This design comes from an exercise in tuning for small area, a short achievable clock period and few clock cycles on the open sky130 flow, not from production work.
At most, simulation tests tie the RTL to the original design; equivalence was not proved.
Power is estimated from default activity; no workload was simulated.

## job 101
## mcp23x17_seq
module mcp23x17_seq (
    input  wire        clk,
    input  wire        rst,             
    input  wire [7:0]   cfg_mode,       
    input  wire [11:0]  cfg_opcode,     
    input  wire [3:0]   cfg_bank,       
    input  wire [287:0] cfg_porta,      
    input  wire [255:0] cfg_portb,      
    input  wire [3:0]   cmd_valid,
    input  wire [63:0]  cmd_word,
    output wire [3:0]   cmd_ready,
    output wire [31:0]  ctx_status,     
    output wire [31:0]  rsp_data,       
    output wire [15:0]  fault_status,
    output wire [7:0]   fault_ctx,
    output wire [7:0]   fault_dev,
    output wire         escalate,
    output reg  [3:0]   cs,
    input  wire         spi_busy,
    output wire         spi_req,
    output wire [23:0]  spi_tx,
    input  wire         spi_ack,
    input  wire [23:0]  spi_rx,
    input  wire [1:0]   spi_st,
    output wire         i2c_req,
    output wire         i2c_rnw,
    output wire [1:0]   i2c_len,
    output wire [7:0]   i2c_sla,
    output wire [23:0]  i2c_wdata,
    input  wire         i2c_ack,
    input  wire [1:0]   i2c_st,
    input  wire [7:0]   i2c_rdata
);
export LEC_CHECK = 0
export CAP_MARGIN = 20
export CORE_AREA = 5 5 195 195
export CTS_BUF_LIST = sky130_fd_sc_hd__clkbuf_8
export DIE_AREA = 0 0 200 200
export SLEW_MARGIN = 20
create_clock -name core_clock -period 10.0 [get_ports {clk}]
standard.sh (not shown) runs the stock make flow with config.mk's settings and CLKGATE_MAP_FILE= SYNTH_SCRIPT=/design/flow/synth_recipe.tcl, a recipe that flattens the netlist after the stock synthesis.
==> flow/flow/run.sh <==
#!/bin/bash
set -euo pipefail
DU="sky130_fd_sc_hd__probe_p_8 sky130_fd_sc_hd__probec_p_8 sky130_fd_sc_hd__lpflow_bleeder_1 sky130_fd_sc_hd__lpflow_clkbufkapwr_1 sky130_fd_sc_hd__lpflow_clkbufkapwr_16 sky130_fd_sc_hd__lpflow_clkbufkapwr_2 sky130_fd_sc_hd__lpflow_clkbufkapwr_4 sky130_fd_sc_hd__lpflow_clkbufkapwr_8 sky130_fd_sc_hd__lpflow_clkinvkapwr_1 sky130_fd_sc_hd__lpflow_clkinvkapwr_16 sky130_fd_sc_hd__lpflow_clkinvkapwr_2 sky130_fd_sc_hd__lpflow_clkinvkapwr_4 sky130_fd_sc_hd__lpflow_clkinvkapwr_8 sky130_fd_sc_hd__lpflow_decapkapwr_12 sky130_fd_sc_hd__lpflow_decapkapwr_3 sky130_fd_sc_hd__lpflow_decapkapwr_4 sky130_fd_sc_hd__lpflow_decapkapwr_6 sky130_fd_sc_hd__lpflow_decapkapwr_8 sky130_fd_sc_hd__lpflow_inputiso0n_1 sky130_fd_sc_hd__lpflow_inputiso0p_1 sky130_fd_sc_hd__lpflow_inputiso1n_1 sky130_fd_sc_hd__lpflow_inputiso1p_1 sky130_fd_sc_hd__lpflow_inputisolatch_1 sky130_fd_sc_hd__lpflow_isobufsrc_1 sky130_fd_sc_hd__lpflow_isobufsrc_16 sky130_fd_sc_hd__lpflow_isobufsrc_2 sky130_fd_sc_hd__lpflow_isobufsrc_4 sky130_fd_sc_hd__lpflow_isobufsrc_8 sky130_fd_sc_hd__lpflow_isobufsrckapwr_16 sky130_fd_sc_hd__lpflow_lsbuf_lh_hl_isowell_tap_1 sky130_fd_sc_hd__lpflow_lsbuf_lh_hl_isowell_tap_2 sky130_fd_sc_hd__lpflow_lsbuf_lh_hl_isowell_tap_4 sky130_fd_sc_hd__lpflow_lsbuf_lh_isowell_4 sky130_fd_sc_hd__lpflow_lsbuf_lh_isowell_tap_1 sky130_fd_sc_hd__lpflow_lsbuf_lh_isowell_tap_2 sky130_fd_sc_hd__lpflow_lsbuf_lh_isowell_tap_4  sky130_fd_sc_hd__or4_0 sky130_fd_sc_hd__or4_1 sky130_fd_sc_hd__or4_2 sky130_fd_sc_hd__or4_4 sky130_fd_sc_hd__or4b_0 sky130_fd_sc_hd__or4b_1 sky130_fd_sc_hd__or4b_2 sky130_fd_sc_hd__or4b_4 sky130_fd_sc_hd__or4bb_0 sky130_fd_sc_hd__or4bb_1 sky130_fd_sc_hd__or4bb_2 sky130_fd_sc_hd__or4bb_4 sky130_fd_sc_hd__nor4_0 sky130_fd_sc_hd__nor4_1 sky130_fd_sc_hd__nor4_2 sky130_fd_sc_hd__nor4_4 sky130_fd_sc_hd__nor4b_0 sky130_fd_sc_hd__nor4b_1 sky130_fd_sc_hd__nor4b_2 sky130_fd_sc_hd__nor4b_4 sky130_fd_sc_hd__nor4bb_0 sky130_fd_sc_hd__nor4bb_1 sky130_fd_sc_hd__nor4bb_2 sky130_fd_sc_hd__nor4bb_4 sky130_fd_sc_hd__a2111oi_0 sky130_fd_sc_hd__a2111oi_1 sky130_fd_sc_hd__a2111oi_2 sky130_fd_sc_hd__a2111oi_4 sky130_fd_sc_hd__a2111o_0 sky130_fd_sc_hd__a2111o_1 sky130_fd_sc_hd__a2111o_2 sky130_fd_sc_hd__a2111o_4 sky130_fd_sc_hd__o2111ai_0 sky130_fd_sc_hd__o2111ai_1 sky130_fd_sc_hd__o2111ai_2 sky130_fd_sc_hd__o2111ai_4 sky130_fd_sc_hd__o2111a_0 sky130_fd_sc_hd__o2111a_1 sky130_fd_sc_hd__o2111a_2 sky130_fd_sc_hd__o2111a_4 sky130_fd_sc_hd__or3_0 sky130_fd_sc_hd__or3_1 sky130_fd_sc_hd__or3_2 sky130_fd_sc_hd__or3_4 sky130_fd_sc_hd__or3b_0 sky130_fd_sc_hd__or3b_1 sky130_fd_sc_hd__or3b_2 sky130_fd_sc_hd__or3b_4 sky130_fd_sc_hd__nor3b_0 sky130_fd_sc_hd__nor3b_1 sky130_fd_sc_hd__nor3b_2 sky130_fd_sc_hd__nor3b_4"
bash standard.sh "BUFFER_PORTS_ARGS=-buffer_cell sky130_fd_sc_hd__buf_1" \
  "PLACE_PINS_ARGS=-min_distance 1 -min_distance_in_tracks" \
  "DONT_USE_CELLS=$DU" \
  SETUP_SLACK_MARGIN=6.5 TNS_END_PERCENT=10 finish > standard.log 2>&1
Testbench counts of job 101, summed over its fixed seeds: cycles 8,296.
Changes in job 102 relative to job 101:
-- flow/design.v --
<<< job 101, line 61
    endfunction
    reg  [3:0]  busy;
    reg  [3:0]  rdy;            
    reg  [1:0]  kind  [0:3];
    reg  [12:0] args  [0:3];    
>>> job 102, line 61
    endfunction
    reg  [3:0]  busy;
    reg  [1:0]  kind  [0:3];
    reg  [12:0] args  [0:3];    
<<< job 101, line 69
    reg  [3:0]  rok;
    reg         flt_valid;
    reg         flt_out;        
    reg  [3:0]  flt_cause;
    reg  [2:0]  flt_ph;         
    reg  [1:0]  flt_ctx;
    reg         s_pre;          
>>> job 102, line 68
    reg  [3:0]  rok;
    reg         flt_valid;
    reg  [3:0]  flt_cause;
    reg  [1:0]  flt_ctx;
    reg         s_pre;          
<<< job 101, line 85
    reg  [4:0]  f_addr;
    reg  [7:0]  f_data;         
    reg         o_spi_req;
    reg         o_i2c_req;
    reg         o_i2c_rnw;
    reg  [1:0]  o_i2c_len;
    integer k;
    wire s_idle = ~(s_pre | s_sreq | s_post | s_pulse | s_iw | s_ir | s_fin);
    wire [3:0] acc = cmd_valid & rdy;
    wire spi_ackd = s_sreq && spi_ack;
>>> job 102, line 82
    reg  [4:0]  f_addr;
    reg  [7:0]  f_data;         
    integer k;
    wire s_idle = ~(s_pre | s_sreq | s_post | s_pulse | s_iw | s_ir | s_fin);
    wire [3:0] rdy = ~busy & {4{~flt_valid}};
    wire [3:0] acc = cmd_valid & rdy;
    wire spi_ackd = s_sreq && spi_ack;
<<< job 101, line 240
    wire x_ir    = (s_iw && i2c_ack && f_rw) || (s_ir && !i2c_ack);
    wire x_fin   = ((s_iw && !f_rw) || s_ir || s_fin) && fin && !step;
    wire x_rw    = go ? n_rw : f_rw;
    wire [3:0] busy_n = (busy | (acc & {4{upd}})) & ~done;
    always @(posedge clk) begin
>>> job 102, line 234
    wire x_ir    = (s_iw && i2c_ack && f_rw) || (s_ir && !i2c_ack);
    wire x_fin   = ((s_iw && !f_rw) || s_ir || s_fin) && fin && !step;
    wire [3:0] busy_n = (busy | (acc & {4{upd}})) & ~done;
    always @(posedge clk) begin
<<< job 101, line 273
        s_ir    <= x_ir;
        s_fin   <= x_fin;
        o_spi_req    <= x_sreq;
        o_i2c_req    <= x_iw || x_ir;
        o_i2c_rnw    <= x_ir;
        o_i2c_len[1] <= !x_ir;
        o_i2c_len[0] <= x_ir || !x_rw;
        if (spi_ackd)
            f_data <= spi_rx[7:0];
>>> job 102, line 266
        s_ir    <= x_ir;
        s_fin   <= x_fin;
        if (spi_ackd)
            f_data <= spi_rx[7:0];
<<< job 101, line 291
        end
        busy <= busy_n;
        rdy  <= ~busy_n & {4{upd}};
        if (!flt_valid) begin
            flt_valid <= new_flt;
            flt_out   <= new_flt;
            flt_cause <= new_cause;
            flt_ctx   <= new_ctx;
            flt_ph    <= {new_cause == 4'd5 || new_cause == 4'd6,
                          new_cause == 4'd1 || new_cause == 4'd2 ||
                          new_cause == 4'd3 || new_cause == 4'd4,
                          new_cause == 4'd3 || new_cause == 4'd4};
        end
        if (rst) begin
            busy      <= 4'd0;
            rdy       <= 4'hf;
            dval      <= 4'd0;
            okval     <= 4'd0;
            rok       <= 4'd0;
            flt_valid <= 1'b0;
            flt_out   <= 1'b0;
            flt_cause <= 4'd0;
            flt_ph    <= 3'd0;
            flt_ctx   <= 2'd0;
            cs        <= 4'd0;
>>> job 102, line 279
        end
        busy <= busy_n;
        if (!flt_valid) begin
            flt_valid <= new_flt;
            flt_cause <= new_cause;
            flt_ctx   <= new_ctx;
        end
        if (rst) begin
            busy      <= 4'd0;
            dval      <= 4'd0;
            okval     <= 4'd0;
            rok       <= 4'd0;
            flt_valid <= 1'b0;
            flt_cause <= 4'd0;
            flt_ctx   <= 2'd0;
            cs        <= 4'd0;
<<< job 101, line 322
            s_fin     <= 1'b0;
            own       <= 2'd0;
            o_spi_req <= 1'b0;
            o_i2c_req <= 1'b0;
        end
    end
    wire [7:0] f_ctrl = {4'b0100, f_op, f_rw};
    assign spi_req   = o_spi_req && !flt_out;
    assign spi_tx    = {f_ctrl, 3'b000, f_addr, f_data};
    assign i2c_req   = o_i2c_req && !flt_out;
    assign i2c_rnw   = o_i2c_rnw;
    assign i2c_len   = o_i2c_len;
    assign i2c_sla   = {5'b00000, f_op};
    assign i2c_wdata = {f_ctrl, 3'b000, f_addr, f_data};
>>> job 102, line 301
            s_fin     <= 1'b0;
            own       <= 2'd0;
        end
    end
    wire [7:0] f_ctrl = {4'b0100, f_op, f_rw};
    assign spi_req   = s_sreq && !flt_valid;
    assign spi_tx    = {f_ctrl, 3'b000, f_addr, f_data};
    assign i2c_req   = (s_iw || s_ir) && !flt_valid;
    assign i2c_rnw   = s_ir;
    assign i2c_len   = {!s_ir, s_ir || !f_rw};
    assign i2c_sla   = {5'b00000, f_op};
    assign i2c_wdata = {f_ctrl, 3'b000, f_addr, f_data};
<<< job 101, line 342
        end
    endgenerate
    assign fault_status = {4'b0000, flt_ph[2], flt_ph[1], flt_ph[0], flt_ph[0],
                           3'b000, flt_cause, flt_out};
    assign fault_ctx    = {6'd0, flt_ctx};
    assign fault_dev    = {6'd0, flt_ctx};
    assign escalate     = flt_out;
endmodule
>>> job 102, line 319
        end
    endgenerate
    wire ph34 = (flt_cause == 4'd3) || (flt_cause == 4'd4);
    wire [3:0] flt_phase = {(flt_cause == 4'd5) || (flt_cause == 4'd6),
                            (flt_cause == 4'd1) || (flt_cause == 4'd2) || ph34,
                            ph34, ph34};
    assign fault_status = {4'b0000, flt_phase, 3'b000, flt_cause, flt_valid};
    assign fault_ctx    = {6'd0, flt_ctx};
    assign fault_dev    = {6'd0, flt_ctx};
    assign escalate     = flt_valid;
endmodule
### Flow results
Going from job 101 to job 102, post-layout minimum cycle time grows by 10 ps.
Final cell count: job 101 vs job 102, no meaningful difference
Diff job 101 -> job 102: core utilization shrank by 0.23 points; routed wire length has increased; fmax ~0 delta; die area held; fill cell total of the finished layout decreased by 77 relative to the old numbers.
Switching share of power up 4.6 points in job 102 wrt job 101
Testbench counts of job 102, summed over its fixed seeds: cycles 8,296.

---

mcp23x17_seq, a different RTL version from the one above (not shown whole).
For scale: roughly 1500 cells after synthesis, roughly 160 flip-flops, about 840 I/O pins.
export LEC_CHECK = 0
export CAP_MARGIN = 20
export CORE_AREA = 5 5 195 195
export CTS_BUF_LIST = sky130_fd_sc_hd__clkbuf_8
export DIE_AREA = 0 0 200 200
export SLEW_MARGIN = 20
create_clock -name core_clock -period 10.0 [get_ports {clk}]
==> flow/flow/run.sh <==
#!/bin/bash
set -euo pipefail
bash standard.sh "BUFFER_PORTS_ARGS=-buffer_cell sky130_fd_sc_hd__buf_1" \
  "PLACE_PINS_ARGS=-min_distance 1 -min_distance_in_tracks" \
  SETUP_SLACK_MARGIN=6.5 finish > standard.log 2>&1
Testbench counts at the start, summed over its fixed seeds: cycles 8,296.
Rerun with:
--- a/flow/design.v
+++ b/flow/design.v
@@ -188,25 +188,31 @@
                 default: r = p;
             endcase
             f = r[0] ? 2'd0 : r[1] ? 2'd1 : r[2] ? 2'd2 : 2'd3;
             case ({x, f})
                 4'b0000: rr_pick = 2'd1; 4'b0001: rr_pick = 2'd2; 4'b0010: rr_pick = 2'd3; 4'b0011: rr_pick = 2'd0;
                 4'b0100: rr_pick = 2'd2; 4'b0101: rr_pick = 2'd3; 4'b0110: rr_pick = 2'd0; 4'b0111: rr_pick = 2'd1;
                 4'b1000: rr_pick = 2'd3; 4'b1001: rr_pick = 2'd0; 4'b1010: rr_pick = 2'd1; 4'b1011: rr_pick = 2'd2;
                 4'b1100: rr_pick = 2'd0; 4'b1101: rr_pick = 2'd1; 4'b1110: rr_pick = 2'd2; default: rr_pick = 2'd3;
             endcase
         end
     endfunction
-    wire [1:0] nx       = rr_pick(own, pend);
-    wire       nx_valid = |pend;
-    wire [3:0] gnt      = {nx == 2'd3, nx == 2'd2, nx == 2'd1, nx == 2'd0} & {4{nx_valid}};
+    reg  [1:0] nq;
+    reg        nq_v;
+    wire [3:0] gnt = {nq == 2'd3, nq == 2'd2, nq == 2'd1, nq == 2'd0} & {4{nq_v}};
+    wire [3:0] pend2 = pend & ~gnt;
+    wire [1:0] nx_go = nq_v ? rr_pick(nq, pend2) : rr_pick(own, pend);
+    wire       nv_go = nq_v ? |pend2 : |pend;
+    wire [1:0] nx_hold = rr_pick(own, pend);
+    wire       nv_hold = |pend;
+    wire       nx_valid = nq_v;
     reg        n_spi, n_rw, n_pulse;
     reg [2:0]  n_op;
     reg [4:0]  n_addr;
     reg [7:0]  n_data;
     integer    q;
     always @(*) begin
         n_spi = 1'b0; n_rw = 1'b0; n_pulse = 1'b0;
         n_op = 3'd0; n_addr = 5'd0; n_data = 8'd0;
         for (q = 0; q < 4; q = q + 1) begin
             n_spi   = n_spi   | (gnt[q] & c_spi[q]);
             n_rw    = n_rw    | (gnt[q] & c_rw[q]);
@@ -271,24 +277,26 @@
         s_ir    <= x_ir;
         s_fin   <= x_fin;
         o_spi_req    <= x_sreq && !new_flt && !flt_valid;
         o_i2c_req    <= (x_iw || x_ir) && !new_flt && !flt_valid;
         o_i2c_rnw    <= x_ir;
         o_i2c_len[1] <= !x_ir;
         o_i2c_len[0] <= x_ir || !x_rw;
         if (spi_ackd)
             f_data <= spi_rx[7:0];
         if (i2c_ackd && s_ir)
             f_data <= i2c_rdata;
+        nq   <= go ? nx_go : nx_hold;
+        nq_v <= go ? nv_go : nv_hold;
         if (go) begin
-            own    <= nx_valid ? nx : own;
+            own    <= nx_valid ? nq : own;
             f_op   <= n_op;
             f_rw   <= n_rw;
             f_addr <= n_addr;
             f_data <= n_data;
             cs     <= {4{n_spi && nx_valid}} & gnt;
         end
         busy <= busy_n;
         rdy  <= ~busy_n & {4{upd}};
         if (new_flt && !flt_valid) begin
             flt_valid <= 1'b1;
             flt_out   <= 1'b1;
@@ -311,22 +319,23 @@
             flt_ph    <= 3'd0;
             flt_ctx   <= 2'd0;
             cs        <= 4'd0;
             s_pre     <= 1'b0;
             s_sreq    <= 1'b0;
             s_post    <= 1'b0;
             s_pulse   <= 1'b0;
             s_iw      <= 1'b0;
             s_ir      <= 1'b0;
             s_fin     <= 1'b0;
             own       <= 2'd0;
+            nq_v      <= 1'b0;
             o_spi_req <= 1'b0;
             o_i2c_req <= 1'b0;
         end
     end
     wire [7:0] f_ctrl = {4'b0100, f_op, f_rw};
     assign spi_req   = o_spi_req;
     assign spi_tx    = {f_ctrl, 3'b000, f_addr, f_data};
     assign i2c_req   = o_i2c_req;
     assign i2c_rnw   = o_i2c_rnw;
     assign i2c_len   = o_i2c_len;
     assign i2c_sla   = {5'b00000, f_op};
Result:
- worst hold slack improves by 0.030 ns
- critical path depth went up by 1
- final area went down by 0.31%
- power went down by 1.3%
- combinational power went down by 11%
- cell count went up by 1.1%
- global-route usage went up by 0.19 points
- routed wire length hardly moves
Function not checked in the second run of this note: the RTL went through the layout flow alone.

==> what the ideal ports hide <==
The flow's constraints put no driver on any port. The routed layouts listed below were extracted and timed again, unchanged, in two steps. Step 1: set_driving_cell puts a clkbuf_16 on clk and a buf_2 on each other input, an assumption about the parent block. Step 2 also shifts input and output timing later by t, the mid clock arrival at the registers, as if the neighbouring blocks saw the same clock. Slacks: no drivers / after step 1 / after step 2; pairs: no drivers / after step 1.
| run | t, ns | slack for setup (ns) | worst data-port slew with drivers (ns) |
|---|---|---|---|
| job 101 | 0.518 | 6.337 / 6.321 / 5.803 | 0.15 |
| job 102 | 0.499 | 6.327 / 6.331 / 5.832 | 0.15 |
| the first run of note 2 | 0.524 | 6.336 / 6.333 / 5.809 | 0.17 |
| the second run of note 2 | 0.536 | 6.110 / 6.125 / 5.589 | 0.20 |
After both steps every run listed still meets setup and hold. For job 101, which loses most, drivers alone change the setup slack by -0.016 ns; drivers and shift together by -0.534 ns.
